From an optimization exercise on the open Yosys and OpenROAD flow, aimed at a short achievable clock period and few clock cycles; shortcuts taken in it are not production practice. In this exercise RTL edits were held to simulation tests only and were not proved equivalent to the original. No activity file was given, so power comes from the tool's default toggle rates.

==> design.v <==
module esp_frame_rx (
    input  wire        clk,
    input  wire        rst,
    input  wire        cmd_valid,
    output wire        cmd_ready,
    input  wire [7:0]  cmd_op,
    input  wire [15:0] cmd_n,
    output reg         rsp_valid,
    output reg  [2:0]  rsp_tag,
    output reg  [3:0]  rsp_code,
    output reg  [8:0]  rsp_a,
    output reg  [7:0]  rsp_b,
    input  wire [6:0]  rd_idx,
    output wire [7:0]  rd_data,
    output wire        src_rd,
    input  wire [1:0]  src_stat,
    input  wire [7:0]  src_data
);
    localparam [7:0] DS = 8'hA5;
    localparam [7:0] DE = 8'h5A;
    localparam [7:0] OP_BUFFER = 8'h01;
    localparam [7:0] OP_PEEK   = 8'h02;
    localparam [7:0] OP_SLICE  = 8'h03;
    localparam [7:0] OP_DRAIN  = 8'h04;
    localparam [7:0] OP_RECV   = 8'h12;
    localparam [2:0] T_READY  = 3'd0;
    localparam [2:0] T_WBLOCK = 3'd1;
    localparam [2:0] T_ERR    = 3'd2;
    localparam [2:0] T_FAULT  = 3'd3;
    localparam [2:0] T_REFUSE = 3'd4;
    localparam [3:0] E_EARLY_END   = 4'd4;
    localparam [3:0] E_CRC         = 4'd5;
    localparam [3:0] E_MISSING_END = 4'd6;
    localparam [3:0] E_TRANSPORT   = 4'd7;
    function [7:0] crc8_byte;
        input [7:0] c_in;
        input [7:0] b;
        integer k;
        reg [7:0] c;
        begin
            c = c_in ^ b;
            for (k = 0; k < 8; k = k + 1)
                c = c[0] ? ((c >> 1) ^ 8'h8C) : (c >> 1);
            crc8_byte = c;
        end
    endfunction
    localparam [8191:0] APOW_TAB = 8192'h9a4d261393d369348040201008040201180c8643b9c46231fa7dbe5f55d0e8f40a85c261ba572b15dbed76bb06d86cb6bdde6f37a6eef77b9148a452388d46236ab55a2d7c54aad5512894cab48b45a27e3f9fcf19f2f9fcd6eb753acbb359acf1783c1efe8ec7e3e070b85cce0783c192c964320b974b25399c4ea7eacce6734d2613094969349a40201088840201800c8643a1dc6231187dbe5faf2ae8f4fa85c261b05d2b150aed76bbdd036cb6dbde6f371b53f77bbd48a452a91c462391b55a2d163eaad56a2894cae5da45a2513f9fcf678cf9fc7eeb753a1d6559acd6783c1e0f7fc7e3f170b85c2ee783c1e0c9643299054b25929c4ea7d3f5e673392613090424349a4d201088c4420180408643a1d06e31180cbe5faf5795f4fa7dc261b0d8ae150a8576bbddee81b6dbed6f371b8d297bbddea452a9540e2391485a2d168b1fd56ab594cae5f26da251289fcf67b3c6fc7e3f753a1d8eb2acd6eb3c1e0f07bfe3f178b85c2e97f3c1e070643299cc822592c94ea7d3697a73399c13090402129a4d261088c4622180402043a1d0e8b7180c865faf572b4afa7dbe61b0d86cd70a85c2bbddeef7c0dbed76371b8d4614bdde6f52a954aa879148a42d168b458f6ab55acae5f2f936512894cf67b359637e3f9f3a1d8ec7d9d6eb751e0f0783dff1783c5c2e974b79e070b83299cce64192c964a7d369343d399c4e09040201894d261388c4623190402010a1d0e8f45b0c8643af572b15a57dbe5fb0d86cb66b85c261ddeef77b60ed76bb1b8d46238ade6f37a954aad5c348a452168b45a247b55a2de5f2f9fc9b2894ca67b359acb13f9fcf1d8ec7e3eceb753a0f0783c1ef783c1e2e974b25bc70b85c99cce673a0c96432d369349a9e9c4ea70402018044261309c4623118c8201088d0e8f4faad8643a1572b150ad2be5fafd86cb6db35c261b0eef77bbd3076bbdd8d462391c56f371b54aad56ae1a452a98b45a251a35a2d16f2f9fc7ecd94cae5b359acd6589fcf678ec7e3f1f6753a1d0783c1e0773c1e0f974b25925eb85c2ecce673395064329969349a4d4f4ea7d302018040221309046231180ce41088c4e8f4fa7d5643a1d02b150a85e95faf576cb6dbed1a61b0d8f77bbdde98bbddee46239148e2371b8daad56ab5f052a95445a25128d12d168bf9fc7e3f66cae5f259acd6eb2ccf67b3c7e3f178fb3a1d8e83c1e0703b1e0f074b2592c92f5c2e97e673399ca83299cc349a4d2627a7d369018040201109040231180c867288c462f4fa7dbeaba1d0e8150a85c274af572bb6dbed760db0d86c7bbdde6f4cddeef7239148a4711b8d46d56ab55af8a954aaa251289468168b45fc7e3f9f33e5f2f9acd6eb759667b359e3f1783cfd1d8ec7c1e070b89d0f07832592c964172e974b73399c4ed499cce69a4d261393d36934;
    function [255:0] pre_or;
        input [255:0] v;
        integer s;
        reg [255:0] x;
        begin
            x = v;
            for (s = 1; s < 256; s = s * 2)
                x = x | (x << s);
            pre_or = x;
        end
    endfunction
    function [255:0] suf_or;
        input [255:0] v;
        integer s;
        reg [255:0] x;
        begin
            x = v;
            for (s = 1; s < 256; s = s * 2)
                x = x | (x >> s);
            suf_or = x;
        end
    endfunction
    function [7:0] enc256;
        input [255:0] oh;
        integer b, i;
        reg [7:0] r;
        begin
            r = 8'd0;
            for (b = 0; b < 8; b = b + 1)
                for (i = 0; i < 256; i = i + 1)
                    if ((i >> b) & 1)
                        r[b] = r[b] | oh[i];
            enc256 = r;
        end
    endfunction
    function [255:0] window;
        input [8:0] lo;
        input [8:0] hi;
        begin
            window = ({256{1'b1}} << lo) & ~({256{1'b1}} << hi);
        end
    endfunction
    function [7:0] pick_next;
        input [127:0]  oh;
        input [1023:0] rv;
        integer i;
        reg [7:0] r;
        begin
            r = 8'd0;
            for (i = 0; i < 128; i = i + 1)
                r = r | (rv[8*((i+1)%128) +: 8] & {8{oh[i]}});
            pick_next = r;
        end
    endfunction
    reg [1023:0] ring;    
    reg [1023:0] rsv;     
    reg [127:0]  rds;     
    reg [127:0]  rde;     
    reg [6:0]    head;
    reg [6:0]    tail;
    reg [7:0]    count;
    reg          fval;    
    reg [6:0]    fptr;    
    reg [7:0]    fcnt;    
    reg [7:0]    flen;    
    reg [7:0]    s_last;  
    reg [6:0]    base;    
    reg          faulted;
    reg [7:0]    n_reg;   
    localparam [1:0] S_IDLE = 2'd0;
    localparam [1:0] S_BUF  = 2'd1;
    localparam [1:0] S_DRN  = 2'd2;
    reg [1:0] state;
    wire idle = (state == S_IDLE);
    wire full = count[7];
    assign cmd_ready = idle;
    assign src_rd  = !rst && (state == S_BUF) && !full;
    wire [2047:0] ring2 = {ring, ring};
    wire [1023:0] r1    = ring2 >> {base[1:0], 3'b000};
    reg  [255:0]  grp;                                    
    integer g;
    always @(*)
        for (g = 0; g < 32; g = g + 1)
            grp[8*g +: 8] = r1[{g[4:0], rd_idx[1:0], 3'b000} +: 8];
    wire [4:0] gsel = base[6:2] + rd_idx[6:2];
    assign rd_data = grp[{gsel, 3'b000} +: 8];
    wire [6:0]  l7     = flen[6:0];
    wire        f_wb   = (fcnt < 8'd4) || ({1'b0, fcnt} < {1'b0, flen} + 9'd4);
    wire [6:0]  fe     = fptr + l7;                      
    wire [1023:0] ring_r2 = {ring[15:0], ring[1023:16]};  
    wire [1023:0] ring_r3 = {ring[23:0], ring[1023:24]};  
    wire [1023:0] rsv_r1  = {rsv[7:0],   rsv[1023:8]};    
    wire [127:0]  rde_r3  = {rde[2:0],   rde[127:3]};
    wire        end_ok = rde_r3[fe];                          
    wire [7:0]  crc_b  = ring_r2[{fe, 3'b000} +: 8];          
    wire [7:0]  end_b  = ring_r3[{fe, 3'b000} +: 8];          
    wire [7:0]  s_end  = rsv_r1[{fe, 3'b000} +: 8];           
    wire [7:0]  s_beg  = rsv[{fptr, 3'b000} +: 8];            
    wire [63:0] am     = APOW_TAB[{l7, 6'b000000} +: 64];
    reg  [7:0]  crc_c;
    integer r;
    always @(*)
        for (r = 0; r < 8; r = r + 1)
            crc_c[r] = s_end[r] ^ (^(am[8*r +: 8] & s_beg));
    wire crc_ok = (crc_c == crc_b);
    wire [255:0] ds2 = {rds, rds};
    wire [255:0] de2 = {rde, rde};
    wire [8:0]   f_lo = {2'b00, fptr};
    wire [8:0]   f_hi = f_lo + {1'b0, fcnt};              
    wire [255:0] de_in   = de2 & window(f_lo + 9'd1, f_lo + {1'b0, flen} + 9'd3);
    wire [255:0] de_suf  = suf_or(de_in);
    wire [255:0] de_last = de_in & ~(de_suf >> 1);
    wire         de_any  = de_suf[0];
    wire [7:0]   j_abs   = enc256(de_last);
    wire [6:0]   j_last  = j_abs[6:0] - fptr;
    wire [6:0]   e_off   = l7 + 7'd3;
    wire         frame_ok = end_ok && crc_ok;
    wire [255:0] n1_in  = ds2 & window(f_lo + 9'd1, f_hi);
    wire [255:0] n1_pre = pre_or(n1_in);
    wire [255:0] n1_1st = n1_in & ~(n1_pre << 1);
    wire         n1_any = n1_pre[255];
    wire [7:0]   n1_j   = enc256(n1_1st);
    wire [7:0]   n1_len = pick_next(n1_1st[127:0] | n1_1st[255:128], ring);
    wire [7:0]   n1_cnt = f_hi[7:0] - n1_j;
    wire [8:0]   d_lo   = {2'b00, head} + {1'b0, n_reg};
    wire [8:0]   d_hi   = {2'b00, head} + {1'b0, count};
    wire [8:0]   n2_lo  = idle ? (f_lo + {1'b0, flen} + 9'd4) : d_lo;
    wire [8:0]   n2_hi  = idle ? f_hi : d_hi;
    wire [255:0] n2_in  = ds2 & window(n2_lo, n2_hi);
    wire [255:0] n2_pre = pre_or(n2_in);
    wire [255:0] n2_1st = n2_in & ~(n2_pre << 1);
    wire         n2_any = n2_pre[255];
    wire [7:0]   n2_j   = enc256(n2_1st);
    wire [7:0]   n2_len = pick_next(n2_1st[127:0] | n2_1st[255:128], ring);
    wire [7:0]   n2_cnt = n2_hi[7:0] - n2_j;
    wire [7:0] peek_b = ring[{head, 3'b000} +: 8];
    wire [7:0] s_new  = crc8_byte(s_last, src_data);
    wire       b_ds   = (src_data == DS);
    wire       b_de   = (src_data == DE);
    reg       r_en;
    reg [2:0] r_tag;
    reg [3:0] r_code;
    reg [8:0] r_a;
    reg [7:0] r_b;
    integer i;
    always @(posedge clk) begin
        r_en   = 1'b0;
        r_tag  = T_READY;
        r_code = 4'd0;
        r_a    = 9'd0;
        r_b    = 8'd0;
        if (rst) begin
            state     <= S_IDLE;
            head      <= 7'd0;
            tail      <= 7'd0;
            count     <= 8'd0;
            fval      <= 1'b0;
            fcnt      <= 8'd0;
            s_last    <= 8'd0;
            faulted   <= 1'b0;
            rsp_valid <= 1'b0;
        end else begin
            case (state)
            S_IDLE: if (cmd_valid) begin
                if (cmd_op != OP_BUFFER && cmd_op != OP_PEEK && cmd_op != OP_SLICE &&
                    cmd_op != OP_DRAIN && cmd_op != OP_RECV) begin
                    r_en  = 1'b1;
                    r_tag = T_REFUSE;
                end else if (faulted) begin
                    r_en  = 1'b1;
                    r_tag = T_FAULT;
                end else begin
                    case (cmd_op)
                    OP_BUFFER: begin
                        if (full)
                            r_en = 1'b1;
                        else
                            state <= S_BUF;
                    end
                    OP_PEEK: begin
                        r_en = 1'b1;
                        if (count != 8'd0)
                            r_a = {1'b1, peek_b};
                    end
                    OP_SLICE: begin
                        r_en = 1'b1;
                        r_a  = {1'b0, count};
                        base <= head;
                    end
                    OP_DRAIN: begin
                        if (cmd_n > {8'd0, count}) begin
                            r_en    = 1'b1;
                            faulted <= 1'b1;
                            r_tag   = T_FAULT;
                        end else begin
                            n_reg <= cmd_n[7:0];
                            state <= S_DRN;
                        end
                    end
                    default: begin   
                        r_en = 1'b1;
                        if (!fval) begin
                            r_tag = T_WBLOCK;
                            head  <= tail;
                            count <= 8'd0;
                        end else if (f_wb) begin
                            r_tag = T_WBLOCK;
                            head  <= fptr;
                            count <= fcnt;
                        end else begin
                            if (!end_ok && de_any) begin
                                r_tag  = T_ERR;
                                r_code = E_EARLY_END;
                                r_a    = {2'b00, j_last};
                                r_b    = {1'b0, e_off};
                            end else if (!crc_ok) begin
                                r_tag  = T_ERR;
                                r_code = E_CRC;
                                r_a    = {1'b0, crc_c};
                                r_b    = crc_b;
                            end else if (!end_ok) begin
                                r_tag  = T_ERR;
                                r_code = E_MISSING_END;
                                r_a    = {2'b00, e_off};
                                r_b    = end_b;
                            end else begin
                                r_a    = {1'b0, flen};
                                r_b    = crc_b;
                            end
                            if (frame_ok) begin
                                base  <= fptr + 7'd2;
                                head  <= fptr + l7 + 7'd4;
                                count <= fcnt - flen - 8'd4;
                                fval  <= n2_any;
                                fptr  <= n2_j[6:0];
                                fcnt  <= n2_any ? n2_cnt : 8'd0;
                                flen  <= n2_len;
                            end else begin
                                base  <= fptr;
                                head  <= fptr + 7'd1;
                                count <= fcnt - 8'd1;
                                fval  <= n1_any;
                                fptr  <= n1_j[6:0];
                                fcnt  <= n1_any ? n1_cnt : 8'd0;
                                flen  <= n1_len;
                            end
                        end
                    end
                    endcase
                end
            end
            S_BUF: begin
                if (src_stat[1]) begin
                    r_en   = 1'b1;
                    r_tag  = T_ERR;
                    r_code = E_TRANSPORT;
                    r_a    = {1'b0, src_data};
                end else if (src_stat[0]) begin
                    for (i = 0; i < 128; i = i + 1)
                        if (tail == i) begin
                            ring[8*i +: 8] <= src_data;
                            rsv[8*i +: 8]  <= s_new;
                            rds[i]         <= b_ds;
                            rde[i]         <= b_de;
                        end
                    if (fval) begin
                        fcnt <= fcnt + 8'd1;
                        if (fcnt == 8'd1)
                            flen <= src_data;
                    end else if (b_ds) begin
                        fval <= 1'b1;
                        fptr <= tail;
                        fcnt <= 8'd1;
                    end
                    s_last <= s_new;
                    tail   <= tail + 7'd1;
                    count  <= count + 8'd1;
                    if (count == 8'd127)
                        r_en = 1'b1;
                end else begin
                    r_en = 1'b1;
                end
            end
            default: begin
                r_en  = 1'b1;
                head  <= head + n_reg[6:0];
                count <= count - n_reg;
                if (fval && (n_reg > count - fcnt)) begin
                    fval <= n2_any;
                    fptr <= n2_j[6:0];
                    fcnt <= n2_any ? n2_cnt : 8'd0;
                    flen <= n2_len;
                end
            end
            endcase
            rsp_valid <= r_en;
            if (r_en) begin
                rsp_tag  <= r_tag;
                rsp_code <= r_code;
                rsp_a    <= r_a;
                rsp_b    <= r_b;
                state    <= S_IDLE;
            end
        end
    end
endmodule
==> run.sh <==
#!/bin/bash
# synth_recipe.tcl (not shown) runs the flow's synth.tcl, then flattens the netlist and writes it again
# the make line also repeats each setting of config.mk as NAME=value (left out here)
make -C /OpenROAD-flow-scripts/flow DESIGN_CONFIG=/design/flow/config.mk WORK_HOME=/design/flow/orfs CLKGATE_MAP_FILE= SYNTH_SCRIPT=/design/flow/synth_recipe.tcl finish
==> config.mk <==
export PLATFORM = sky130hd
export DESIGN_NAME = esp_frame_rx
export DESIGN_NICKNAME = esp_frame_rx
export VERILOG_FILES = /design/flow/design.v
export SDC_FILE = /design/flow/constraint.sdc
export NUM_CORES = 4
export LEC_CHECK = 0
export CAP_MARGIN = 20
export CORE_MARGIN = 2
export CORE_UTILIZATION = 40
export PLACE_DENSITY = 0.6
export SETUP_SLACK_MARGIN = 5
export SLEW_MARGIN = 20
export TNS_END_PERCENT = 10
==> constraint.sdc <==
create_clock -name core_clock -period 12.0 [get_ports {clk}]
set_input_delay 2.4000 -clock core_clock [delete_from_list [all_inputs] [get_ports {clk}]]
set_output_delay 2.4000 -clock core_clock [all_outputs]
set_load 0.01 [all_outputs]
==> notes.md <==
-- routing by layer --
metal  overflow  track usage, %
met5          3            45.2
met4        351            70.6
met3         32            66.1
met2        555            87.8
met1         26            79.4
-- power groups by stage --
stage	Combinational, mW	Clock (mW)	Sequential (mW)
detailed placement	5.18	0	9.71
CTS	5.65	9.39	9.53
floorplan	2.49	0	9.76
global placement	5.19	0	9.71
-- cells by family after synthesis --
family	count (synthesis)	share of synthesized area, %
AOI/OAI and AO/OA	4876	17.5
xor gates and xnor gates	190	0.939
adders and majority gates	142	0.930
buffers and inverters	1604	3.26
DFF	2400	35.7
muxes	2834	26.3
other	1	0.00187
and+or+nand+nor	6005	15.5
-- worst max path at each step --
stage	cells past startpoint	from	endpoint	slack, ns
after CTS	16	rd_idx[2]	rd_data[6]	2.84
after detailed placement	32	fptr[1]$_DFFE_PP_	fcnt[6]$_SDFFE_PP0P_	0.58
after global placement	36	flen[1]$_DFFE_PP_	fcnt[6]$_SDFFE_PP0P_	0.06
after floorplan	5	src_data[1]	rsv[1002]$_DFFE_PP_	-0.14
-- metrics by stage --
| stage | hold slack, ns | area, µm² | cells | worst slack, ns |
|---|---|---|---|---|
| after detailed placement | 0.508 | 227000 | 25800 | 0.576 |
| after floorplan | 0.487 | 201000 | 18100 | -0.139 |
| after global placement | 0.512 | 226000 | 25800 | 0.0566 |
| after CTS | 0.515 | 246000 | 26700 | 2.84 |
-- what timing repair did --
| item | in CTS |
|---|---|
| cloned | 32 |
| setup endpoints to repair | 73 |
| buffers inserted | 359 |
| resized for setup | 1230 |
| pin swaps | 202 |
==> notes.md <==
synth unique cells=139; Max clock buf depth=4; grt ovf=967; TritonCTS buffer count=286; Die X=712 µm; # clock sinks=2400; Post-DP HPWL=1410 mm; die height=712 µm; largest net degree at the start of global routing=130; Mapped Cells=18100; cell accounting for the most synthesized area=edfxtp_1; clk root buf=clkbuf_16; Mean Syn Cell Area=11.1 µm²; Top FF cell, synth=edfxtp_1; CTS HTree Levels=5; row count=260; Fail Step=global routing; top-count cell post-synth=edfxtp_1; most frequent cells after synthesis=edfxtp_1, mux4_2, nand2_1; tool error=[ERROR GRT-0116] Global routing finished with congestion. Check the congestion regions in the DRC Viewer.; Post-synth ARST share=0%; count of input and output buffers=77; outcome=aborted with a tool error; Post-synth EDFFs=2357; Yosys top cell area share=35.3%; Seq/Total Area, Yosys=35.7%; FF+latch count, synth=2400; area of the mapped netlist=201000 µm²; vias in the first global route=237000; total track usage=76.7%; routability cong.=1.35; first-pass GRT wire length=2580 mm; Synth area leaders=edfxtp_1, mux4_2, mux2i_1, nand2_1, a21oi_1; I/O Pins=79; cts-stage hold buffer count=0; Mapped Nets=18200; Yosys warning total=1; Starting Density=40.1%
Testbench counts, summed over its fixed seeds: cycles 44,890.
